From an optimization exercise on the open Yosys and OpenROAD flow, aimed at a short achievable clock period and few clock cycles; shortcuts taken in it are not production practice.
RTL that was checked went through simulation tests only; none was proved equivalent to the original.
Function not checked in runs 3 and 4: the RTL went through the layout flow alone.
Power figures rest on the tool's default switching activity, not on a simulated workload.

<file path="design/flow/config.mk">
export PLATFORM = sky130hd
export DESIGN_NAME = turquoise
export DESIGN_NICKNAME = turquoise
export VERILOG_FILES = /design/flow/design.v
export SDC_FILE = /design/flow/constraint.sdc
export NUM_CORES = 4
export LEC_CHECK = 0
export CAP_MARGIN = 20
export CORE_MARGIN = 2
export CORE_UTILIZATION = 65
export CTS_CLUSTER_DIAMETER = 80
export CTS_CLUSTER_SIZE = 25
export SLEW_MARGIN = 20
export SYNTH_MEMORY_MAX_BITS = 4096
</file>
<file path="design/flow/flow/run.sh">
#!/bin/bash
# The standard layout (standard.sh), with two changes in how it is made:
#  * timing repair is asked to leave extra setup slack, so it keeps optimising
#    below the design's period (the SDC and the period are not changed);
#  * port buffers are plain buffers instead of the default delay-buffer cell.
set -euo pipefail
export SETUP_SLACK_MARGIN=8.5
export TNS_END_PERCENT=100
export BUFFER_PORTS_ARGS="-buffer_cell sky130_fd_sc_hd__buf_4"
bash standard.sh finish > standard_flow.log 2>&1
</file>
<file path="design/flow/constraint.sdc">
create_clock -name core_clock -period 12.0 [get_ports {clk}]
set_input_delay 2.4000 -clock core_clock [delete_from_list [all_inputs] [get_ports {clk}]]
set_output_delay 2.4000 -clock core_clock [all_outputs]
set_load 0.01 [all_outputs]
</file>
<file path="design/flow/design.v">
module turquoise (
    input  wire        clk,
    input  wire        rst,
    input  wire        cmd_valid,
    output wire        cmd_ready,
    input  wire [1:0]  cmd_op,
    input  wire [7:0]  cmd_data,
    output reg         resp_valid,
    output reg         resp_halted,
    output reg         resp_fault,
    output reg  [15:0] cur_x,
    output reg  [15:0] cur_y,
    output reg         paint_valid,
    output reg  [8:0]  paint_x,
    output reg  [7:0]  paint_y,
    output reg         paint_color
);
    localparam ROM_SIZE = 128;
    localparam RD       = 4;        
    localparam QD       = 4;        
    localparam X0       = 16'd136;
    localparam Y0       = 16'd96;
    localparam OP_TICK  = 2'd0;
    localparam OP_BEGIN = 2'd1;
    localparam OP_BYTE  = 2'd2;
    localparam OP_END   = 2'd3;
    integer i;
    reg rdy;
    reg rst_r;
    assign cmd_ready = rdy;
    wire acc      = cmd_valid && rdy;
    wire acc_tick = acc && (cmd_op == OP_TICK);
    wire acc_end  = acc && (cmd_op == OP_END);
    reg       p_byte, p_begin, p_end;
    reg       p_load;       
    reg [7:0] p_data;
    reg       p_nz;         
    reg       p_app;        
    wire      app_next;     
    reg       p_one;        
    wire      fault_next;
    always @(posedge clk) begin
        p_byte  <= acc && !rst && (cmd_op == OP_BYTE);
        p_begin <= acc && !rst && (cmd_op == OP_BEGIN);
        p_end   <= acc && !rst && (cmd_op == OP_END);
        p_load  <= acc && !rst && (cmd_op == OP_END) && !fault_next;
        p_data  <= cmd_data;
        p_nz    <= (cmd_data != 8'd0);
        p_one   <= (cmd_data == 8'd1);
        p_app   <= acc && !rst && (cmd_op == OP_BYTE) && (cmd_data != 8'd0) && app_next;
        rst_r   <= rst;
    end
    reg            act;
    reg [8*2*ROM_SIZE-1:0] mem;    
    reg [7:0]      a_len;       
    reg [7:0]      s_len;
    reg [15:0]     s_hoh;       
    reg [7:0]      s_loh;       
    reg            s_ovf;
    reg            s_term;      
    reg [7:0]      s_rem;       
    reg            s_cyc;       
    reg [7:0]      s_n1;        
    reg            s_n1z;       
    reg [8:0]      s_nfs;       
    reg            s_f_v;
    reg [7:0]      s_f_n1, s_f_c1;
    reg [6:0]      s_f_ps;
    reg            s_f_n1z, s_f_c1z;
    reg [8:0]      s_f_nfs;
    wire       s_room = !s_len[7];
    wire       s_clr  = rst_r || p_begin || p_end;
    wire       s_fs   = !s_term && (s_rem == 8'd0);
    wire [7:0] half_d = {1'b0, p_data[7:1]} + {7'd0, p_data[0]};
    wire       s_app  = p_app;
    wire       s_cyc_n  = s_clr ? 1'b0 : (p_byte && s_room) ? (s_fs && p_nz) : s_cyc;
    wire       s_room_n = s_clr ? 1'b1 : (p_byte && s_room) ? (s_len[6:0] != 7'd127) : s_room;
    assign     app_next = s_cyc_n && s_room_n;
    wire fault_cur  = s_ovf || (!s_term && (s_rem != 8'd0));
    assign fault_next = (p_begin || p_end) ? 1'b0 :
                        p_byte ? (!s_room ? 1'b1 :
                                  s_fs    ? p_nz :
                                            (!s_term && (s_rem != 8'd1))) :
                        fault_cur;
    wire do_load = p_load && !rst_r;
    wire p_byte0 = p_byte && act;       
    wire p_byte1 = p_byte && !act;
    always @(posedge clk) begin
        for (i = 0; i < ROM_SIZE; i = i + 1) begin
            if (p_byte0 && s_hoh[i/8] && s_loh[i%8])
                mem[8*i +: 8] <= p_data;
            if (p_byte1 && s_hoh[i/8] && s_loh[i%8])
                mem[8*(ROM_SIZE + i) +: 8] <= p_data;
        end
    end
    always @(posedge clk) begin
        if (rst_r)
            act <= 1'b0;
        else if (do_load)
            act <= ~act;
        if (do_load)
            a_len <= s_len;
        if (s_clr) begin
            s_len  <= 8'd0;
            s_hoh  <= 16'd1;
            s_loh  <= 8'd1;
            s_ovf  <= 1'b0;
            s_term <= 1'b0;
            s_rem  <= 8'd0;
            s_cyc  <= 1'b0;
            s_f_v  <= 1'b0;
        end else if (p_byte) begin
            if (!s_room) begin
                s_ovf <= 1'b1;
            end else begin
                s_len <= s_len + 8'd1;
                s_loh <= {s_loh[6:0], s_loh[7]};
                if (s_loh[7])
                    s_hoh <= s_hoh << 1;
                if (s_cyc)
                    s_cyc <= 1'b0;
                if (s_app && !s_f_v) begin
                    s_f_v   <= 1'b1;
                    s_f_n1  <= s_n1;
                    s_f_c1  <= p_data - 8'd1;
                    s_f_ps  <= s_len[6:0] + 7'd1;
                    s_f_n1z <= s_n1z;
                    s_f_c1z <= p_one;
                    s_f_nfs <= s_nfs;
                end
                if (s_fs) begin
                    if (!p_nz) begin
                        s_term <= 1'b1;
                    end else begin
                        s_rem <= 8'd1 + half_d;
                        s_n1  <= p_data - 8'd1;
                        s_n1z <= p_one;
                        s_nfs <= {1'b0, s_len} + 9'd2 + {1'b0, half_d};
                        s_cyc <= 1'b1;
                    end
                end else if (!s_term) begin
                    s_rem <= s_rem - 8'd1;
                end
            end
        end
    end
    reg            sc_on;       
    reg            sc_ph;       
    reg            sc_cv;       
    reg [8:0]      sc_fs;       
    reg [8:0]      sc_fs1;      
    reg [7:0]      sc_n1;
    reg            sc_n1z;
    reg [6:0]      sc_ps;
    reg [7:0]      rd;          
    reg [6:0]      sc_ra;       
    reg [7:0]      r_n1 [0:RD-1];
    reg [7:0]      r_c1 [0:RD-1];
    reg [6:0]      r_ps [0:RD-1];
    reg [RD-1:0]   r_n1z, r_c1z, r_v;
    wire       sc_push  = sc_cv && (rd != 8'd0);
    wire       sc_room  = !r_v[RD-2];
    wire       sc_end   = (sc_fs >= {1'b0, a_len});
    wire       sc_issue = sc_on && !sc_ph && !sc_end && sc_room;
    wire [7:0] half_rd  = {1'b0, rd[7:1]} + {7'd0, rd[0]};
    wire       sc_next  = sc_on && sc_ph && (rd != 8'd0);    
    wire       sc_on_next = rst_r ? 1'b0 : do_load ? s_f_v :
                            (sc_on && ((!sc_ph && sc_end) || (sc_ph && rd == 8'd0))) ? 1'b0 : sc_on;
    wire       sc_cv_next = !rst_r && !do_load && sc_next;
    always @(posedge clk) begin
        rd <= mem[8*{act, sc_ra} +: 8];
        sc_on <= sc_on_next;
        sc_cv <= sc_cv_next;
        if (rst_r || do_load) begin
            sc_ph  <= 1'b0;
            sc_fs  <= s_f_nfs;
            sc_fs1 <= s_f_nfs + 9'd1;
            sc_ra  <= s_f_nfs[6:0];
        end else if (sc_issue) begin
            sc_ph <= 1'b1;
            sc_ra <= sc_fs1[6:0];
        end else if (sc_ph) begin
            sc_ra  <= sc_fs[6:0] + 7'd2 + half_rd[6:0];
            sc_ph  <= 1'b0;
            sc_n1  <= rd - 8'd1;
            sc_n1z <= (rd == 8'd1);
            sc_ps  <= sc_fs[6:0] + 7'd2;
            sc_fs  <= sc_fs + 9'd2 + {1'b0, half_rd};
            sc_fs1 <= sc_fs + 9'd3 + {1'b0, half_rd};
        end
    end
    reg            g_v;
    reg [7:0]      g_addr;
    reg [15:0]     g_oh;        
    reg [7:0]      g_krem;      
    reg [7:0]      g_prem;      
    reg [7:0]      g_n1;
    reg [6:0]      g_ps;
    reg            g_kz;        
    reg            g_pz;        
    reg            g_n1z;       
    reg [2:0]      cred;        
    wire emit   = g_v && (cred != 3'd0);
    wire g_end  = emit && g_kz && g_pz;            
    wire g_take = (g_end || !g_v) && r_v[0] && !do_load && !rst_r;
    wire g_v_next = rst_r ? 1'b0 : do_load ? s_f_v : g_take ? 1'b1 : g_end ? 1'b0 : g_v;
    always @(posedge clk) begin
        g_v <= g_v_next;
        if (do_load || g_take) begin
            g_addr <= {do_load ? s_f_ps : r_ps[0], 1'b0};
            g_oh   <= 16'd1 << {do_load ? s_f_ps[2:0] : r_ps[0][2:0], 1'b0};
            g_ps   <= do_load ? s_f_ps : r_ps[0];
            g_n1   <= do_load ? s_f_n1 : r_n1[0];
            g_krem <= do_load ? s_f_n1 : r_n1[0];
            g_prem <= do_load ? s_f_c1 : r_c1[0];
            g_kz   <= do_load ? s_f_n1z : r_n1z[0];
            g_n1z  <= do_load ? s_f_n1z : r_n1z[0];
            g_pz   <= do_load ? s_f_c1z : r_c1z[0];
        end else if (emit) begin
            if (!g_kz) begin
                g_krem <= g_krem - 8'd1;
                g_kz   <= (g_krem == 8'd1);
                g_addr <= g_addr + 8'd1;
                g_oh   <= {g_oh[14:0], g_oh[15]};
            end else begin
                g_prem <= g_prem - 8'd1;
                g_pz   <= (g_prem == 8'd1);
                g_krem <= g_n1;
                g_kz   <= g_n1z;
                g_addr <= {g_ps, 1'b0};
                g_oh   <= 16'd1 << {g_ps[2:0], 1'b0};
            end
        end
    end
    reg [RD-1:0] rn_v;
    always @(*) begin
        for (i = 0; i < RD; i = i + 1)
            rn_v[i] = g_take ? ((i < RD - 1) ? r_v[(i+1) % RD] : 1'b0) : r_v[i];
    end
    wire r_clr = rst_r || do_load;
    always @(posedge clk) begin
        for (i = 0; i < RD; i = i + 1) begin
            if (!rn_v[i] && sc_push && (i == 0 || rn_v[i-1])) begin
                r_n1[i]  <= sc_n1;
                r_c1[i]  <= rd - 8'd1;
                r_ps[i]  <= sc_ps;
                r_n1z[i] <= sc_n1z;
                r_c1z[i] <= (rd == 8'd1);
            end else if (g_take && i < RD - 1) begin
                r_n1[i]  <= r_n1[(i+1) % RD];
                r_c1[i]  <= r_c1[(i+1) % RD];
                r_ps[i]  <= r_ps[(i+1) % RD];
                r_n1z[i] <= r_n1z[(i+1) % RD];
                r_c1z[i] <= r_c1z[(i+1) % RD];
            end
            r_v[i] <= !r_clr && (rn_v[i] || (sc_push && (i == 0 || rn_v[i-1])));
        end
    end
    wire r_v0_next = !r_clr && (rn_v[0] || sc_push);
    reg [3:0] m1_c [0:31];
    reg [4:0] m1_hi;
    reg       m1_v;
    wire      m1_v_next = emit && !do_load && !rst_r;
    reg [3:0] m1_sel [0:31];
    integer k;
    always @(*) begin
        for (i = 0; i < 32; i = i + 1) begin
            m1_sel[i] = 4'd0;
            for (k = 0; k < 16; k = k + 1)
                m1_sel[i] = m1_sel[i] | ({4{g_oh[k]}} &
                            (k[0] ? mem[8*(i*8 + k/2) +: 4] : mem[8*(i*8 + k/2) + 4 +: 4]));
        end
    end
    always @(posedge clk) begin
        for (i = 0; i < 32; i = i + 1)
            m1_c[i] <= m1_sel[i];
        m1_hi <= {act, g_addr[7:4]};
        m1_v  <= m1_v_next;
    end
    wire [3:0] arr_op = m1_c[m1_hi];
    wire       arr_v  = m1_v;
    reg [3:0] q_op [0:QD-1];
    reg [QD-1:0] q_v;
    wire pop = acc_tick && q_v[0];
    reg [3:0]    qn_op [0:QD-1];    
    reg [QD-1:0] qn_v;
    reg [3:0]    qp_op [0:QD-1];    
    reg [QD-1:0] qp_v;
    always @(*) begin
        for (i = 0; i < QD; i = i + 1) begin
            if (q_v[i] || !(arr_v && (i == 0 || q_v[i-1]))) begin
                qn_op[i] = q_op[i];
                qn_v[i]  = q_v[i];
            end else begin
                qn_op[i] = arr_op;
                qn_v[i]  = 1'b1;
            end
            if (i < QD - 1 && q_v[i+1]) begin
                qp_op[i] = q_op[(i+1) % QD];
                qp_v[i]  = 1'b1;
            end else begin
                qp_op[i] = arr_op;
                qp_v[i]  = arr_v && q_v[i];
            end
        end
    end
    wire q_clr = rst_r || do_load;
    wire q_v0_next = !q_clr && (pop ? qp_v[0] : qn_v[0]);
    always @(posedge clk) begin
        for (i = 0; i < QD; i = i + 1) begin
            q_op[i] <= pop ? qp_op[i] : qn_op[i];
            q_v[i]  <= !q_clr && (pop ? qp_v[i] : qn_v[i]);
        end
    end
    wire [2:0] cred_e = cred - {2'd0, emit};
    always @(posedge clk) begin
        cred <= q_clr ? QD : pop ? cred_e + 3'd1 : cred_e;
    end
    wire exhausted_next = !g_v_next && !m1_v_next && !q_v0_next &&
                          !r_v0_next && !sc_on_next && !sc_cv_next;
    always @(posedge clk) begin
        rdy <= !rst && !acc_end && (q_v0_next || exhausted_next);
    end
    reg flipx, flipy, mirror, draw, color;
    wire [3:0] op = q_op[0];
    reg              is_move;
    reg signed [1:0] dx, dy;
    always @(*) begin
        is_move = 1'b1;
        dx = 2'sd0;
        dy = 2'sd0;
        case (op)
            4'h1: begin dx =  2'sd1; dy =  2'sd0; end
            4'h2: begin dx = -2'sd1; dy =  2'sd0; end
            4'h4: begin dx =  2'sd0; dy = -2'sd1; end
            4'h5: begin dx =  2'sd1; dy = -2'sd1; end
            4'h6: begin dx = -2'sd1; dy = -2'sd1; end
            4'h8: begin dx =  2'sd0; dy =  2'sd1; end
            4'h9: begin dx =  2'sd1; dy =  2'sd1; end
            4'hA: begin dx = -2'sd1; dy =  2'sd1; end
            default: is_move = 1'b0;
        endcase
    end
    wire signed [1:0] mx = mirror ? dy : dx;
    wire signed [1:0] my = mirror ? dx : dy;
    wire signed [1:0] ex = flipx ? -mx : mx;
    wire signed [1:0] ey = flipy ? -my : my;
    wire x_inc = (ex == 2'sd1);
    wire x_dec = (ex == -2'sd1);
    wire y_inc = (ey == 2'sd1);
    wire y_dec = (ey == -2'sd1);
    reg [15:0] cx, cy;
    wire signed [15:0] sx = $signed(cx);
    wire signed [15:0] sy = $signed(cy);
    wire [15:0] nx = x_inc ? cx + 16'd1 : x_dec ? cx - 16'd1 : cx;
    wire [15:0] ny = y_inc ? cy + 16'd1 : y_dec ? cy - 16'd1 : cy;
    wire inx = x_inc ? (sx >= -16'sd1 && sx <= 16'sd270) :
               x_dec ? (sx >=  16'sd1 && sx <= 16'sd272) :
                       (sx >=  16'sd0 && sx <= 16'sd271);
    wire iny = y_inc ? (sy >= -16'sd1 && sy <= 16'sd190) :
               y_dec ? (sy >=  16'sd1 && sy <= 16'sd192) :
                       (sy >=  16'sd0 && sy <= 16'sd191);
    wire paint_spec = is_move && draw && inx && iny;
    always @(posedge clk) begin
        if (rst_r) begin
            cx     <= X0;
            cy     <= Y0;
            flipx  <= 1'b0;
            flipy  <= 1'b0;
            mirror <= 1'b0;
            draw   <= 1'b1;
            color  <= 1'b1;
        end else if (pop) begin
            cx    <= nx;
            cy    <= ny;
            if (op == 4'h3) flipx  <= ~flipx;
            if (op == 4'hB) flipy  <= ~flipy;
            if (op == 4'h7) mirror <= ~mirror;
            if (op == 4'hC) color  <= ~color;
            if (op == 4'hD) draw   <= ~draw;
        end
    end
    always @(posedge clk) begin
        cur_x <= rst_r ? X0 : pop ? nx : cx;
        cur_y <= rst_r ? Y0 : pop ? ny : cy;
    end
    always @(posedge clk) begin
        resp_valid  <= acc && !rst;
        paint_valid <= pop && !rst && paint_spec;
        paint_x     <= nx[8:0];
        paint_y     <= ny[7:0];
        paint_color <= color;
        resp_halted <= !q_v[0];
        resp_fault  <= fault_next;
    end
endmodule
</file>
<file path="design/flow/standard.sh">
#!/bin/bash
# synth_recipe.tcl (not shown) runs the flow's synth.tcl, then flattens the netlist and writes it again
# the make line also repeats each setting of config.mk as NAME=value (left out here)
make -C /OpenROAD-flow-scripts/flow DESIGN_CONFIG=/design/flow/config.mk WORK_HOME=/design/flow/orfs CLKGATE_MAP_FILE= SYNTH_SCRIPT=/design/flow/synth_recipe.tcl "${@:-finish}"
</file>
==> flow_metrics.env, run 1 <==
export IMPL_ctsHoldBuffers=0
export IMPL_ant_nets=0
export IMPL_final_nets=6782
export IMPL_drt_iter0_drc=12300
export IMPL_critPathBufInv=1
export IMPL_portBuffers=67
export IMPL_worst_slack_ps=8270
export IMPL_finalHoldViolations=0
export IMPL_grt_overflow_total=0
export IMPL_ir_drop_mv=0.199
export IMPL_drive_gt1_share_pct=20.2
export IMPL_fin_worst_skew_ps=35.7
export IMPL_clock_path_buffers=3
export IMPL_fin_cells=9156
export IMPL_final_common_cell="edfxtp_1"
export IMPL_min_path_type="reg -> reg"
export IMPL_worstSetupPathType="reg -> out"
export IMPL_critPathRequiredTime_ps=9600
export IMPL_antenna_found_initial=31
export IMPL_synth_lib_cells_used_distinct=80
export IMPL_slowest_stage="dfxtp_4"
export IMPL_min_period_ps=3730
export IMPL_place_ws_ps=6950
export IMPL_vias_per_cell=8.01
export IMPL_cts_buffers=137
export IMPL_cts_sinks=2604
export IMPL_crit_path_cell_trace="buf_6"
export IMPL_synth_edff_count=2320
export IMPL_relSlewSlack_pct=20.3
export IMPL_rows=153
export IMPL_cp_top_family="flip-flops"
export IMPL_p_leak_nw=40.1
export IMPL_rsz0062_at_grt="true"
export IMPL_hpwl_mm=214
export IMPL_area_growth_pct=8.08
export IMPL_status="timing/DRC/antenna clean"
export IMPL_start_kind="flop"
export IMPL_fmax_mhz=268
export IMPL_grt_usage_pct=41.1
export IMPL_final_cell_mix="edfxtp_1 (2320), mux4_2 (641), a22o_1 (520)"
export IMPL_crit_fanout=3
export IMPL_syn_num_nets=6913
export IMPL_ios=68
export IMPL_drc=0
export IMPL_netlist_area_sq_mm=0.114
export IMPL_end_kind="output pin"
export IMPL_cp_slowest_stage_delay_ps=400
export IMPL_maxCapViolations=0
export IMPL_root_buffer="clkbuf_16"
export IMPL_synthFlopType="edfxtp_1"
export IMPL_initial_utilization_pct=65.4
export IMPL_grt_pass1_vias=70900
export IMPL_grt_max_degree=185
export IMPL_hold_ws_ps=374
export IMPL_grt_pass1_wl_mm=522
export IMPL_wirelength_mm=370
export IMPL_cts_tree="built"
export IMPL_firstDrtPassIters=8
export IMPL_async_flop_share_pct=0
export IMPL_post_place_cells=8801
export IMPL_htreeDepth=4
export IMPL_die_w_um=422
export IMPL_drv_slew=0
export IMPL_synth_seq_cells=2604
export IMPL_avgSynthCellArea_sq_um=16.7
export IMPL_die_y_um=422
export IMPL_wire_per_inst_um=40.4
export IMPL_ys_warn_count=13
export IMPL_core_area_sq_mm=0.174
export IMPL_die_area_sq_mm=0.178
export IMPL_max_slew_worst_pin_slew_ps=1200
export IMPL_p_per_area_mw_per_mm2=173
export IMPL_critPathArrivalTime_ps=1330
export IMPL_setup_viol=0
export IMPL_yosysSeqAreaShare_pct=66.2
export IMPL_path_clk_slew_ps=90
export IMPL_clock_latency_ps=850
export IMPL_synthCells=6817
export IMPL_period_share_pct=31.0
export IMPL_via_count=73300
export IMPL_place_congestion=1.01
export IMPL_setup_tns_ps=0
-- area by class of cell --
cell class                 count  area (sq um)
fill                       10900         51000
multi-input combinational   3582         36400
tap                         2325          2910
inverter                      82           308
clock buffer                 189          3840
antenna                       40           100
clock inverter                55           663
timing repair buffer         279          3280
sequential                  2604         75600
-- worst paths after layout --
path                      end      from  cells after the start  slack [ps]
setup / recovery     cur_x[0]     cx[0]                      1        8270
hold / removal    paint_color     color                      0         370
setup reg to reg   m1_c[5][2]  g_oh[11]                      7        8390
hold reg to reg   paint_color     color                      0         370
-- flip-flops by register name, summed over array words and instances (netlist names), 9 cells and up --
signal,flops
s_hoh,16
r_ps,28
mem,2048
paint_x,9
g_oh,16
m1_c,128
s_nfs,9
r_c1,32
cx,16
s_f_nfs,9
r_n1,32
sc_fs,9
q_op,16
cy,16
-- repair_timing --
action	in CTS	in global routing
setup buffers	39	13
cloned	13	5
pin swaps	0	2
endpoints found under the hold margin	0	0
gates resized for setup	187	32
setup endpoints to repair	89	108
-- cell families after synthesis --
group | Yosys count | share of synthesized area [%]
flops | 2604 | 66.2
fa+ha+maj | 83 | 0.939
compound gates | 1440 | 10.1
mux | 811 | 14.3
buf+inv | 631 | 2.19
simple gates | 1114 | 5.19
xor+xnor | 134 | 1.03
-- Yosys cell counts (9+ instances only) --
cell type     n  share of area, %
xor2_1       57              0.44
mux2i_1      56              0.49
and2_1       19              0.10
clkbuf_1    396               1.3
nand3b_1      9             0.059
a21o_1       16              0.11
a21oi_1     122              0.54
mux2_2       93              0.92
or3_1        19              0.10
nand2_1     272              0.90
a211oi_1     10             0.066
edfxtp_1   2320                61
a22oi_1      33              0.22
buf_1        68              0.22
inv_1        81              0.27
o21ai_0     105              0.46
nor3_1       46              0.20
nand4_1     149              0.82
nand3_1      63              0.28
a221oi_1    519               4.0
a31oi_1      16             0.088
mux4_2      641                13
nor2_1      141              0.46
buf_2        78              0.34
xnor2_1      77              0.59
ha_1         79              0.87
nor3b_1      13             0.086
dfxtp_1     284               5.0
o31ai_1      10             0.066
o22ai_1      25              0.14
nand2b_1     20              0.11
mux2_1       21              0.21
nor2b_1      21              0.12
nor4_1       15             0.082
a22o_1      520               4.0
and3_1      287               1.6
-- layer usage --
| metal | share of wire (%) | routed length (um) | GRT usage, % | up-vias |
|---|---|---|---|---|
| met5 | 0.039 | 144 | 0.188 | - |
| met4 | 6.8 | 25100 | 23.7 | 20 |
| met3 | 15 | 56000 | 12.8 | 1494 |
| met2 | 45 | 165000 | 60.9 | 6899 |
| met1 | 33 | 124000 | 54.4 | 36500 |
| li1 | - | - | - | 28400 |
-- power by group --
group / switching [W] / internal [W]
Combinational: 0.00316 / 0.00252
Sequential: 0.000143 / 0.00994
Clock: 0.00299 / 0.00248
-- stage by stage --
stage	utilization [%]	instance area, sq um	power [W]
after floorplan	-	114000	0.0137
after global placement	67.1	117000	0.0154
after detailed placement	67.1	117000	0.0154
after CTS	70.4	123000	0.0210
after global routing	70.6	123000	0.0217
final	70.7	123000	0.0212
Testbench counts, summed over its fixed seeds: cycles 202,313.
==> run 2: changes to the inputs <==
--- a/design/flow/design.v
+++ b/design/flow/design.v
@@ -382,6 +382,6 @@
     end
     always @(posedge clk) begin
-        cur_x <= rst_r ? X0 : pop ? nx : cx;
-        cur_y <= rst_r ? Y0 : pop ? ny : cy;
+        cur_x <= pop ? nx : rst_r ? X0 : cx;
+        cur_y <= pop ? ny : rst_r ? Y0 : cy;
     end
     always @(posedge clk) begin
--- a/design/flow/config.mk
+++ b/design/flow/config.mk
@@ -8,5 +8,5 @@
 export CAP_MARGIN = 20
 export CORE_MARGIN = 2
-export CORE_UTILIZATION = 65
+export CORE_UTILIZATION = 60
 export CTS_CLUSTER_DIAMETER = 80
 export CTS_CLUSTER_SIZE = 25
==> flow_metrics.env, run 2 <==
export IMPL_synth_top_area_share_pct=60.7
export IMPL_internal_power_w=0.0148
export IMPL_firstDrtPassIters=7
export IMPL_grt_overflow_total=0
export IMPL_ys_warn_count=13
export IMPL_comb_power_share_pct=24.8
export IMPL_final_cell_mix="edfxtp_1 (2320), mux4_2 (609), a22o_1 (526)"
export IMPL_slowest_stage="dfxtp_2"
export IMPL_die_area_sq_mm=0.195
export IMPL_synthFlopType="edfxtp_1"
export IMPL_async_flop_share_pct=0
export IMPL_wire_per_inst_um=40.3
export IMPL_path_clk_slew_ps=100
export IMPL_yosys_area_share_adder_pct=0.930
export IMPL_grt_usage_pct=38.5
export IMPL_critPathArrivalTime_ps=1310
export IMPL_core_area_sq_mm=0.190
export IMPL_period_share_pct=30.9
export IMPL_cts_buffers=139
export IMPL_switching_share_pct=29.2
export IMPL_syn_num_nets=7063
export IMPL_synth_most_common_cell="edfxtp_1"
export IMPL_netlist_area_sq_mm=0.115
export IMPL_clock_path_buffers=3
export IMPL_crit_fanout=1
export IMPL_drive_gt1_share_pct=18.9
export IMPL_reg_top3="mem (2048), m1_c (128)"
export IMPL_root_buffer="clkbuf_16"
export IMPL_wirelength_mm=380
export IMPL_ctsHoldBuffers=0
export IMPL_p_per_area_mw_per_mm2=170
export IMPL_yosysSeqAreaShare_pct=66.2
export IMPL_cts_tree="built"
export IMPL_largest_register="mem"
export IMPL_p_switching_w=0.00613
export IMPL_vias_per_cell=7.78
export IMPL_synth_top_family_by_area="multiplexers"
export IMPL_start_kind="flop"
export IMPL_avgSynthCellArea_sq_um=16.5
export IMPL_ant_nets=0
export IMPL_min_period_ps=3710
export IMPL_end_kind="output pin"
export IMPL_min_path_type="reg -> reg"
export IMPL_grt_pass1_wl_mm=530
export IMPL_clock_latency_ps=860
export IMPL_synth_lib_cells_used_distinct=82
export IMPL_via_count=73400
export IMPL_maxCapViolations=0
export IMPL_yosysTopAreaCell="edfxtp_1"
export IMPL_critPathBufInv=1
export IMPL_rows=160
export IMPL_crit_path_cell_trace="buf_6"
export IMPL_synthCells=6967
export IMPL_fmax_mhz=270
export IMPL_worstSetupPathType="reg -> out"
export IMPL_die_w_um=442
export IMPL_relSlewSlack_pct=13.3
export IMPL_synth_compound_area_share_pct=10.7
export IMPL_grt_pass1_vias=71300
export IMPL_setup_viol=0
export IMPL_netlist_top_cells_area="edfxtp_1 (61%), mux4_2 (12%), dfxtp_1 (5.5%)"
export IMPL_status="timing/DRC/antenna clean"
export IMPL_hpwl_mm=225
export IMPL_area_growth_pct=7.46
export IMPL_synth_seq_cells=2636
export IMPL_synthSimpleGateAreaFrac_pct=5.37
export IMPL_place_ws_ps=7070
export IMPL_drt_iter0_drc=12300
export IMPL_htreeDepth=4
export IMPL_place_congestion=0.966
export IMPL_max_slew_worst_pin_slew_ps=1300
export IMPL_setup_tns_ps=0
export IMPL_muxShareOfSynthArea_pct=13.5
export IMPL_synth_edff_count=2320
export IMPL_p_seq_share_pct=48.6
export IMPL_cts_sinks=2636
export IMPL_synth_xor_area_share_pct=0.915
export IMPL_p_clk_share_pct=26.6
export IMPL_grt_max_degree=189
export IMPL_final_common_cell="edfxtp_1"
export IMPL_p_leak_nw=40.5
export IMPL_drv_slew=0
export IMPL_worst_slack_ps=8290
export IMPL_ios=68
export IMPL_fin_worst_skew_ps=40.3
export IMPL_antenna_found_initial=28
export IMPL_portBuffers=67
export IMPL_cp_top_family="flip-flops"
export IMPL_rsz0062_at_grt="true"
export IMPL_finalHoldViolations=0
export IMPL_drc=0
export IMPL_critPathRequiredTime_ps=9600
export IMPL_die_y_um=442
export IMPL_ir_drop_mv=0.173
export IMPL_initial_utilization_pct=60.4
export IMPL_utilization_pct=64.9
export IMPL_largest_reg_flops=2048
export IMPL_final_nets=6884
export IMPL_synth_common_cells="edfxtp_1 (2320), mux4_2 (609), a22o_1 (526)"
export IMPL_cp_slowest_stage_delay_ps=370
[run 2: cell families after synthesis]
logic type,after synthesis
compound gates,1552
flops,2636
mux,773
fa+ha+maj,83
buf+inv,650
simple gates,1153
xor+xnor,120
[run 2: through the flow]
stage | cells | area (sq um) | hold slack, ps | power (W)
final | 9433 | 123000 | 365 | 0.0210
after CTS | 9405 | 123000 | 367 | 0.0208
after global routing | 9417 | 123000 | 382 | 0.0215
after detailed placement | 9128 | 117000 | 362 | 0.0152
after global placement | 9127 | 117000 | 361 | 0.0151
after floorplan | 6967 | 115000 | 329 | 0.0137
[run 2: final timing paths]
path                            startpoint     endpoint  slack (ps)  cells after the start
worst min-delay path                 color  paint_color         360                      0
worst max-delay path              cur_x[0]     cur_x[0]        8290                      1
worst min register to register       color  paint_color         360                      0
worst max register to register    m1_hi[2]      is_move        8430                     11
[run 2: area by class of cell]
type | count | area [sq um]
Antenna cell | 16 | 40.0
Clock buffer | 192 | 3930
Clock inverter | 67 | 691
Fill cell | 13100 | 66700
Inverter | 88 | 330
Multi-Input combinational cell | 3681 | 36300
Sequential cell | 2636 | 76100
Tap cell | 2511 | 3140
Timing Repair Buffer | 242 | 2840
[run 2: timing repair]
| item | in CTS | in global routing |
|---|---|---|
| pin swaps | 0 | 1 |
| endpoints found under the hold margin | 0 | 0 |
| setup endpoints to repair | 78 | 124 |
| buffers inserted | 9 | 8 |
| resized for setup | 157 | 54 |
| cloned | 9 | 3 |
[run 2: power by group through the flow]
| stage | clock, W | combinational (W) | sequential [W] |
|---|---|---|---|
| 2_1_floorplan | 0 | 0.00338 | 0.0104 |
| 3_3_place_gp | 0 | 0.00472 | 0.0104 |
| 3_5_place_dp | 0 | 0.00476 | 0.0104 |
| 4_1_cts | 0.00559 | 0.00499 | 0.0102 |
| 5_1_grt | 0.00591 | 0.00535 | 0.0102 |
| 6_report | 0.00558 | 0.00519 | 0.0102 |
[run 2: per-layer routing]
metal  track usage, %  vias up  wire [um]
li1                 -    28800          -
met1             51.9    37300     133000
met2             57.6     6018     170000
met3             11.4     1256      54100
met4             19.4       22      22600
met5                0        -        144
Testbench counts of run 2, summed over its fixed seeds: cycles 202,313.
==> run 3: changes to the inputs <==
--- a/design/flow/design.v
+++ b/design/flow/design.v
@@ -192,5 +192,5 @@
     reg            g_v;
     reg [7:0]      g_addr;
-    reg [15:0]     g_oh;        
+    reg [31:0]     g_oh;        
     reg [7:0]      g_krem;      
     reg [7:0]      g_prem;      
@@ -209,5 +209,5 @@
         if (do_load || g_take) begin
             g_addr <= {do_load ? s_f_ps : r_ps[0], 1'b0};
-            g_oh   <= 16'd1 << {do_load ? s_f_ps[2:0] : r_ps[0][2:0], 1'b0};
+            g_oh   <= 32'd1 << {do_load ? s_f_ps[3:0] : r_ps[0][3:0], 1'b0};
             g_ps   <= do_load ? s_f_ps : r_ps[0];
             g_n1   <= do_load ? s_f_n1 : r_n1[0];
@@ -222,5 +222,5 @@
                 g_kz   <= (g_krem == 8'd1);
                 g_addr <= g_addr + 8'd1;
-                g_oh   <= {g_oh[14:0], g_oh[15]};
+                g_oh   <= {g_oh[30:0], g_oh[31]};
             end else begin
                 g_prem <= g_prem - 8'd1;
@@ -229,5 +229,5 @@
                 g_kz   <= g_n1z;
                 g_addr <= {g_ps, 1'b0};
-                g_oh   <= 16'd1 << {g_ps[2:0], 1'b0};
+                g_oh   <= 32'd1 << {g_ps[3:0], 1'b0};
             end
         end
@@ -258,22 +258,22 @@
     end
     wire r_v0_next = !r_clr && (rn_v[0] || sc_push);
-    reg [3:0] m1_c [0:31];
-    reg [4:0] m1_hi;
+    reg [3:0] m1_c [0:15];
+    reg [3:0] m1_hi;
     reg       m1_v;
     wire      m1_v_next = emit && !do_load && !rst_r;
-    reg [3:0] m1_sel [0:31];
+    reg [3:0] m1_sel [0:15];
     integer k;
     always @(*) begin
-        for (i = 0; i < 32; i = i + 1) begin
+        for (i = 0; i < 16; i = i + 1) begin
             m1_sel[i] = 4'd0;
-            for (k = 0; k < 16; k = k + 1)
+            for (k = 0; k < 32; k = k + 1)
                 m1_sel[i] = m1_sel[i] | ({4{g_oh[k]}} &
-                            (k[0] ? mem[8*(i*8 + k/2) +: 4] : mem[8*(i*8 + k/2) + 4 +: 4]));
+                            (k[0] ? mem[8*(i*16 + k/2) +: 4] : mem[8*(i*16 + k/2) + 4 +: 4]));
         end
     end
     always @(posedge clk) begin
-        for (i = 0; i < 32; i = i + 1)
+        for (i = 0; i < 16; i = i + 1)
             m1_c[i] <= m1_sel[i];
-        m1_hi <= {act, g_addr[7:4]};
+        m1_hi <= {act, g_addr[7:5]};
         m1_v  <= m1_v_next;
     end
@@ -382,6 +382,11 @@
     end
     always @(posedge clk) begin
-        cur_x <= pop ? nx : rst_r ? X0 : cx;
-        cur_y <= pop ? ny : rst_r ? Y0 : cy;
+        if (pop) begin
+            cur_x <= nx;
+            cur_y <= ny;
+        end else if (rst_r) begin
+            cur_x <= X0;
+            cur_y <= Y0;
+        end
     end
     always @(posedge clk) begin
==> flow_metrics.env, run 3 <==
export IMPL_ant_nets=0
export IMPL_vias_per_cell=8.02
export IMPL_hold_ws_ps=364
export IMPL_p_per_area_mw_per_mm2=172
export IMPL_min_path_type="reg -> reg"
export IMPL_area_growth_pct=7.90
export IMPL_cts_sinks=2587
export IMPL_slowest_stage="edfxtp_1"
export IMPL_grt_usage_pct=42.6
export IMPL_portBuffers=67
export IMPL_maxCapViolations=0
export IMPL_cts_tree="built"
export IMPL_crit_cells=1
export IMPL_synthFlopType="edfxtp_1"
export IMPL_yosysSeqAreaShare_pct=66.1
export IMPL_wire_per_inst_um=43.3
export IMPL_worstSetupPathType="reg -> out"
export IMPL_end_kind="output pin"
export IMPL_initial_utilization_pct=60.3
export IMPL_relSlewSlack_pct=17.3
export IMPL_final_nets=7113
export IMPL_ir_drop_mv=0.155
export IMPL_via_count=77500
export IMPL_die_area_sq_mm=0.194
export IMPL_netlist_area_sq_mm=0.114
export IMPL_syn_num_nets=7246
export IMPL_rows=160
export IMPL_critPathBufInv=1
export IMPL_ys_warn_count=13
export IMPL_timing_rr_start="sc_ra[1]"
export IMPL_grt_pass1_wl_mm=573
export IMPL_grt_overflow_total=0
export IMPL_rsz0062_at_grt="true"
export IMPL_async_flop_share_pct=0
export IMPL_synth_edff_count=2368
export IMPL_grt_pass1_vias=73300
export IMPL_p_leak_nw=40.1
export IMPL_cts_buffers=141
export IMPL_synthCells=7150
export IMPL_drv_slew=0
export IMPL_status="timing/DRC/antenna clean"
export IMPL_synth_common_cells="edfxtp_1 (2368), a22oi_1 (777), mux4_2 (525)"
export IMPL_firstDrtPassIters=7
export IMPL_wirelength_mm=418
export IMPL_htreeDepth=4
export IMPL_timing_rr_end="rd[5]"
export IMPL_min_period_ps=3820
export IMPL_drt_iter0_drc=14800
export IMPL_crit_path_cell_trace="buf_6"
export IMPL_netlist_top_cells_area="edfxtp_1 (62%), mux4_2 (10%), a22oi_1 (5.1%)"
export IMPL_period_share_pct=31.8
export IMPL_drive_gt1_share_pct=18.2
export IMPL_die_y_um=440
export IMPL_critPathArrivalTime_ps=1420
export IMPL_root_buffer="clkbuf_16"
export IMPL_reg2reg_slack_ps=8310
export IMPL_die_w_um=440
export IMPL_grt_max_degree=129
export IMPL_ios=68
export IMPL_antenna_found_initial=21
export IMPL_synth_most_common_cell="edfxtp_1"
export IMPL_clock_latency_ps=850
export IMPL_drc=0
export IMPL_cp_top_family="flip-flops"
export IMPL_fmax_mhz=262
export IMPL_final_common_cell="edfxtp_1"
export IMPL_avgSynthCellArea_sq_um=16.0
export IMPL_endpoint="cur_y[15]"
export IMPL_finalHoldViolations=0
export IMPL_place_congestion=0.968
export IMPL_setup_tns_ps=0
export IMPL_synth_lib_cells_used_distinct=92
export IMPL_final_cell_mix="edfxtp_1 (2368), a22oi_1 (777), mux4_2 (525)"
export IMPL_r2r_cells=10
export IMPL_largest_register="mem"
export IMPL_reg_top3="mem (2048), m1_c (64)"
export IMPL_hpwl_mm=240
export IMPL_synth_seq_cells=2587
export IMPL_clock_path_buffers=3
export IMPL_max_slew_worst_pin_slew_ps=1240
export IMPL_fin_worst_skew_ps=38.6
export IMPL_setup_viol=0
export IMPL_start_kind="flop"
export IMPL_largest_reg_flops=2048
export IMPL_cp_startpoint="cur_y[15]"
export IMPL_worst_slack_ps=8180
export IMPL_critPathRequiredTime_ps=9600
export IMPL_yosysTopAreaCell="edfxtp_1"
export IMPL_synth_top_area_share_pct=62.3
export IMPL_place_ws_ps=6740
export IMPL_crit_fanout=1
export IMPL_core_area_sq_mm=0.190
export IMPL_path_clk_slew_ps=90
export IMPL_cp_slowest_stage_delay_ps=440
run 3: cell types whose count changed after synthesis, sizes merged, moves of 84 or more:
cell	before	now
a22oi	24	777
mux4	609	525
a221oi	516	167
a22o	526	145
nand3	59	185
dfxtp	316	219
run 3: what timing repair did:
action	4_1_cts	5_1_grt
gates cloned	16	5
hold buffers	0	0
pin swaps	4	2
buffers inserted	13	6
gates resized for setup	147	60
endpoints found under the setup margin	157	292
run 3: worst reg2reg max path: stages (launching register included):
cell	delay (ps)
edfxtp_1	400
clkbuf_16	360
buf_16	360
buf_16	370
mux4_2	290
o22ai_1	80
or3_1	500
a2111oi_4	570
buf_4	210
o22ai_2	200
nor3_1	280
run 3: worst min path at each step:
stage	from	endpoint	slack, ps	cells after the start
detailed placement	color	paint_color	360	0
finish	color	paint_color	360	0
floorplan	act	m1_hi[3]	330	0
CTS	color	paint_color	380	0
global placement	color	paint_color	360	0
global route	color	paint_color	380	0
run 3: area by class of cell:
cell class | count | area, sq um
diodes | 31 | 77.6
clock buffers | 172 | 3820
clock inverters | 70 | 656
fillers | 13200 | 66300
inverters | 92 | 345
multi-input cells | 3917 | 36400
flip-flops and latches | 2587 | 75600
well taps | 2511 | 3140
repair buffers | 278 | 3230
run 3: power by group:
group | switching, W | internal, W
sequential | 0.000133 | 0.00992
clock | 0.00306 | 0.00242
combinational | 0.00332 | 0.00231
run 3: cell families (layout without fill, tap and decap cells):
family / after synthesis / after routing / share of synthesized area (%)
buffers and inverters: 649 / 612 / 2.55
and+or+nand+nor: 1313 / 1316 / 6.30
muxes: 774 / 774 / 12.7
adders and majority gates: 83 / 83 / 0.935
xor gates and xnor gates: 137 / 137 / 1.05
AOI/OAI and AO/OA: 1607 / 1607 / 10.4
other: 0 / 31 / 0
DFF: 2587 / 2587 / 66.1
run 3: per-stage QoR:
stage / util, % / area, sq um / power, W / std cells
floorplan: - / 114000 / 0.0136 / 7150
global placement: 61.7 / 117000 / 0.0151 / 9344
detailed placement: 61.7 / 117000 / 0.0151 / 9344
CTS: 64.7 / 123000 / 0.0208 / 9615
global route: 65.0 / 123000 / 0.0216 / 9628
finish: 65.0 / 123000 / 0.0212 / 9658
run 3: routing by layer:
metal  vias to the layer above  share of wire, %  track usage [%]
met5                         -             0.025                0
met4                        16               6.9             23.2
met3                      1841                16             15.3
met2                      7878                43             62.0
met1                     38400                34             56.2
li1                      29400                 -                -
==> run 4: changes to the inputs <==
--- a/design/flow/design.v
+++ b/design/flow/design.v
@@ -52,9 +52,7 @@
     end
     reg            act;
-    reg [8*2*ROM_SIZE-1:0] mem;    
+    reg [7:0]      mem  [0:2*ROM_SIZE-1];
     reg [7:0]      a_len;       
     reg [7:0]      s_len;
-    reg [15:0]     s_hoh;       
-    reg [7:0]      s_loh;       
     reg            s_ovf;
     reg            s_term;      
@@ -84,13 +82,13 @@
                         fault_cur;
     wire do_load = p_load && !rst_r;
-    wire p_byte0 = p_byte && act;       
-    wire p_byte1 = p_byte && !act;
-    always @(posedge clk) begin
-        for (i = 0; i < ROM_SIZE; i = i + 1) begin
-            if (p_byte0 && s_hoh[i/8] && s_loh[i%8])
-                mem[8*i +: 8] <= p_data;
-            if (p_byte1 && s_hoh[i/8] && s_loh[i%8])
-                mem[8*(ROM_SIZE + i) +: 8] <= p_data;
-        end
+    reg       w_en;
+    reg [7:0] w_addr;
+    reg [7:0] w_data;
+    always @(posedge clk) begin
+        w_en   <= p_byte && s_room && !rst_r;
+        w_addr <= {~act, s_len[6:0]};
+        w_data <= p_data;
+        if (w_en)
+            mem[w_addr] <= w_data;
     end
     always @(posedge clk) begin
@@ -103,6 +101,4 @@
         if (s_clr) begin
             s_len  <= 8'd0;
-            s_hoh  <= 16'd1;
-            s_loh  <= 8'd1;
             s_ovf  <= 1'b0;
             s_term <= 1'b0;
@@ -115,7 +111,4 @@
             end else begin
                 s_len <= s_len + 8'd1;
-                s_loh <= {s_loh[6:0], s_loh[7]};
-                if (s_loh[7])
-                    s_hoh <= s_hoh << 1;
                 if (s_cyc)
                     s_cyc <= 1'b0;
@@ -154,5 +147,4 @@
     reg [6:0]      sc_ps;
     reg [7:0]      rd;          
-    reg [6:0]      sc_ra;       
     reg [7:0]      r_n1 [0:RD-1];
     reg [7:0]      r_c1 [0:RD-1];
@@ -169,5 +161,5 @@
     wire       sc_cv_next = !rst_r && !do_load && sc_next;
     always @(posedge clk) begin
-        rd <= mem[8*{act, sc_ra} +: 8];
+        rd <= mem[{act, sc_ph ? sc_fs1[6:0] : sc_fs[6:0]}];
         sc_on <= sc_on_next;
         sc_cv <= sc_cv_next;
@@ -176,10 +168,7 @@
             sc_fs  <= s_f_nfs;
             sc_fs1 <= s_f_nfs + 9'd1;
-            sc_ra  <= s_f_nfs[6:0];
         end else if (sc_issue) begin
             sc_ph <= 1'b1;
-            sc_ra <= sc_fs1[6:0];
         end else if (sc_ph) begin
-            sc_ra  <= sc_fs[6:0] + 7'd2 + half_rd[6:0];
             sc_ph  <= 1'b0;
             sc_n1  <= rd - 8'd1;
@@ -192,5 +181,4 @@
     reg            g_v;
     reg [7:0]      g_addr;
-    reg [31:0]     g_oh;        
     reg [7:0]      g_krem;      
     reg [7:0]      g_prem;      
@@ -209,5 +197,4 @@
         if (do_load || g_take) begin
             g_addr <= {do_load ? s_f_ps : r_ps[0], 1'b0};
-            g_oh   <= 32'd1 << {do_load ? s_f_ps[3:0] : r_ps[0][3:0], 1'b0};
             g_ps   <= do_load ? s_f_ps : r_ps[0];
             g_n1   <= do_load ? s_f_n1 : r_n1[0];
@@ -222,5 +209,4 @@
                 g_kz   <= (g_krem == 8'd1);
                 g_addr <= g_addr + 8'd1;
-                g_oh   <= {g_oh[30:0], g_oh[31]};
             end else begin
                 g_prem <= g_prem - 8'd1;
@@ -229,5 +215,4 @@
                 g_kz   <= g_n1z;
                 g_addr <= {g_ps, 1'b0};
-                g_oh   <= 32'd1 << {g_ps[3:0], 1'b0};
             end
         end
@@ -258,22 +243,13 @@
     end
     wire r_v0_next = !r_clr && (rn_v[0] || sc_push);
-    reg [3:0] m1_c [0:15];
-    reg [3:0] m1_hi;
+    reg [3:0] m1_c [0:31];
+    reg [4:0] m1_hi;
     reg       m1_v;
     wire      m1_v_next = emit && !do_load && !rst_r;
-    reg [3:0] m1_sel [0:15];
-    integer k;
-    always @(*) begin
-        for (i = 0; i < 16; i = i + 1) begin
-            m1_sel[i] = 4'd0;
-            for (k = 0; k < 32; k = k + 1)
-                m1_sel[i] = m1_sel[i] | ({4{g_oh[k]}} &
-                            (k[0] ? mem[8*(i*16 + k/2) +: 4] : mem[8*(i*16 + k/2) + 4 +: 4]));
-        end
-    end
     always @(posedge clk) begin
-        for (i = 0; i < 16; i = i + 1)
-            m1_c[i] <= m1_sel[i];
-        m1_hi <= {act, g_addr[7:5]};
+        for (i = 0; i < 32; i = i + 1)
+            m1_c[i] <= g_addr[0] ? mem[{i[4:0], g_addr[3:1]}][3:0]
+                                 : mem[{i[4:0], g_addr[3:1]}][7:4];
+        m1_hi <= {act, g_addr[7:4]};
         m1_v  <= m1_v_next;
     end
@@ -382,11 +358,6 @@
     end
     always @(posedge clk) begin
-        if (pop) begin
-            cur_x <= nx;
-            cur_y <= ny;
-        end else if (rst_r) begin
-            cur_x <= X0;
-            cur_y <= Y0;
-        end
+        cur_x <= rst_r ? X0 : pop ? nx : cx;
+        cur_y <= rst_r ? Y0 : pop ? ny : cy;
     end
     always @(posedge clk) begin
==> flow_metrics.env, run 4 <==
export IMPL_status="timing/DRC/antenna clean"
export IMPL_core_area_sq_mm=0.193
export IMPL_crit_fanout=16
export IMPL_portBuffers=67
export IMPL_final_area_sq_mm=0.128
export IMPL_cp_top_family="simple AND/OR/NAND/NOR gates"
export IMPL_htreeDepth=4
export IMPL_die_y_um=445
export IMPL_final_common_cell="edfxtp_1"
export IMPL_final_cell_mix="edfxtp_1 (2297), mux4_2 (1063), nand2_1 (679)"
export IMPL_ios=68
export IMPL_synthFlopType="edfxtp_1"
export IMPL_yosysTopAreaCell="edfxtp_1"
export IMPL_fin_cells=9612
export IMPL_cp_startpoint="w_addr[4]"
export IMPL_critPathArrivalTime_ps=4280
export IMPL_synth_top_area_share_pct=59.1
export IMPL_die_area_sq_mm=0.198
export IMPL_period_share_pct=31.8
export IMPL_post_place_cells=9206
export IMPL_drt_iter0_drc=11400
export IMPL_grt_pass1_wl_mm=521
export IMPL_synth_edff_count=2297
export IMPL_clock_latency_ps=850
export IMPL_relSlewSlack_pct=15.4
export IMPL_fmax_mhz=262
export IMPL_firstDrtPassIters=6
export IMPL_yosysSeqAreaShare_pct=63.9
export IMPL_rsz0062_at_grt="true"
export IMPL_netlist_top_cells_area="edfxtp_1 (59%), mux4_2 (21%), dfxtp_1 (4.8%)"
export IMPL_cts_tree="built"
export IMPL_worstSetupPathType="reg -> reg"
export IMPL_maxCapViolations=0
export IMPL_wirelength_mm=373
export IMPL_via_count=70700
export IMPL_min_path_type="reg -> reg"
export IMPL_wire_per_inst_um=38.8
export IMPL_fin_worst_skew_ps=27.9
export IMPL_dpl_instance_area_sq_mm=0.120
export IMPL_final_nets=7063
export IMPL_p_per_area_mw_per_mm2=182
export IMPL_synth_most_common_cell="edfxtp_1"
export IMPL_slowest_stage="nor2_1"
export IMPL_synth_seq_cells=2577
export IMPL_ant_nets=0
export IMPL_netlist_area_sq_mm=0.117
export IMPL_synth_common_cells="edfxtp_1 (2297), mux4_2 (1063), nand2_1 (691)"
export IMPL_critPathRequiredTime_ps=12470
export IMPL_top_layer="met5"
export IMPL_largest_reg_flops=2048
export IMPL_ys_warn_count=12
export IMPL_drc=0
export IMPL_avgSynthCellArea_sq_um=16.8
export IMPL_grt_max_degree=185
export IMPL_wl_met3_mm=49.0
export IMPL_grt_overflow_total=0
export IMPL_area_growth_pct=9.54
export IMPL_root_buffer="clkbuf_16"
export IMPL_synthCells=6945
export IMPL_max_slew_worst_pin_slew_ps=1270
export IMPL_cts_buffers=142
export IMPL_hpwl_mm=230
export IMPL_drv_slew=0
export IMPL_setup_tns_ps=0
export IMPL_cts_sinks=2577
export IMPL_min_period_ps=3810
export IMPL_dr_wl_met2_mm=166
export IMPL_finalHoldViolations=0
export IMPL_start_kind="flop"
export IMPL_cp_slowest_stage_delay_ps=1090
export IMPL_reg_top3="mem (2048), m1_c (128)"
export IMPL_largest_register="mem"
export IMPL_place_congestion=0.962
export IMPL_grt_usage_pct=37.8
export IMPL_antenna_found_initial=19
export IMPL_wl_met1_mm=139
export IMPL_rows=161
export IMPL_initial_utilization_pct=60.5
export IMPL_crit_path_cell_trace="nor2b_1 > nand3_1 > nor2_1"
export IMPL_syn_num_nets=7035
export IMPL_synth_lib_cells_used_distinct=87
export IMPL_vias_per_cell=7.36
export IMPL_grt_pass1_vias=67900
export IMPL_hp_start="color"
export IMPL_async_flop_share_pct=0
export IMPL_path_clk_slew_ps=90
export IMPL_ctsHoldBuffers=0
export IMPL_end_kind="flop"
export IMPL_timing_rr_start="w_addr[4]"
export IMPL_clock_path_buffers=3
export IMPL_p_leak_nw=40.6
export IMPL_critPathBufInv=0
export IMPL_setup_viol=0
export IMPL_die_w_um=445
export IMPL_drive_gt1_share_pct=28.4
export IMPL_ir_drop_mv=0.155
## run 4: worst paths after layout
path	endpoint	slack, ps	depth (start not counted)
setup reg to reg	mem[218][0]	8190	3
hold / removal	paint_color	360	0
hold reg to reg	paint_color	360	0
setup / recovery	mem[218][0]	8190	3
## run 4: cell type report
cell class / count / area (sq um)
inverters: 81 / 308
multi-input cells: 3820 / 41000
flip-flops and latches: 2577 / 74800
well taps: 2526 / 3160
clock buffers: 179 / 3850
diodes: 10 / 25.0
clock inverters: 68 / 652
fillers: 13200 / 65100
repair buffers: 351 / 4120
## run 4: report_power, final
group | switching, W | total (W) | leakage (nW) | internal (W)
Clock | 0.00306 | 0.00549 | 2.17 | 0.00243
Combinational | 0.00465 | 0.00746 | 15.5 | 0.00281
Sequential | 0.000346 | 0.0103 | 23.0 | 0.00997
Total | 0.00805 | 0.0233 | 40.6 | 0.0152
## run 4: what timing repair did
item,in CTS,in global routing
endpoints found under the setup margin,564,768
gates resized for setup,299,148
buffers inserted,84,27
pin swaps,15,22
cloned,28,6
## run 4: layer usage
layer	up-vias	GRT usage (%)
li1	28100	-
met1	37000	54.4
met2	4762	54.7
met3	827	10.6
met4	18	16.6
met5	-	0
## run 4: per-stage QoR
stage / setup slack [ps] / hold slack, ps / util, % / total power (W)
final: 8190 / 361 / 66.3 / 0.0233
after global routing: 8240 / 375 / 66.3 / 0.0237
after CTS: 8240 / 372 / 65.8 / 0.0229
after detailed placement: 5940 / 360 / 62.1 / 0.0168
after global placement: 6040 / 359 / 62.1 / 0.0168
after floorplan: 7930 / 329 / - / 0.0143
## run 4: cells by family after synthesis
group           synth area share (%)
buf+inv                         2.14
simple gates                    6.66
flops                           63.9
xor+xnor                       0.938
fa+ha+maj                      0.844
mux                             22.1
compound gates                  3.50
## run 4: worst register-to-register path, stage by stage (launching register included)
cell and delay, ps:
dfxtp_1 780, nor2b_1 630, nand3_1 930, nor2_1 1110

-- what the ideal ports hide --
The flow's constraints put no driver on any port. The routed layouts listed below were extracted and timed again, unchanged, in two steps.
Step 1: set_driving_cell puts a clkbuf_16 on clk and a buf_2 on each other input, an assumption about the parent block.
Step 2 moves the port delays by t, midway between the first and last clock arrival at a register: inputs arrive t later, outputs are due t later. That takes back most of the time a late clock gives input paths.
a / b / c = no drivers / after step 1 / after step 2; a / b = the first two.
run	t, ns	setup WS [ns]	slew at the worst register clock pin (ns)	pins driven straight from the clock port
run 1	0.913	8.274 / 8.189 / 7.710	0.11 / 0.11	1
run 2	0.936	8.292 / 8.192 / 7.723	0.11 / 0.11	1
run 3	0.918	8.181 / 8.093 / 7.462	0.10 / 0.10	1
run 4	0.931	8.186 / 8.186 / 7.724	0.10 / 0.10	1
After both steps every run listed still meets setup and hold. The setup slack of run 3, which loses most, moves by -0.088 ns with the drivers and by -0.719 ns with both steps.
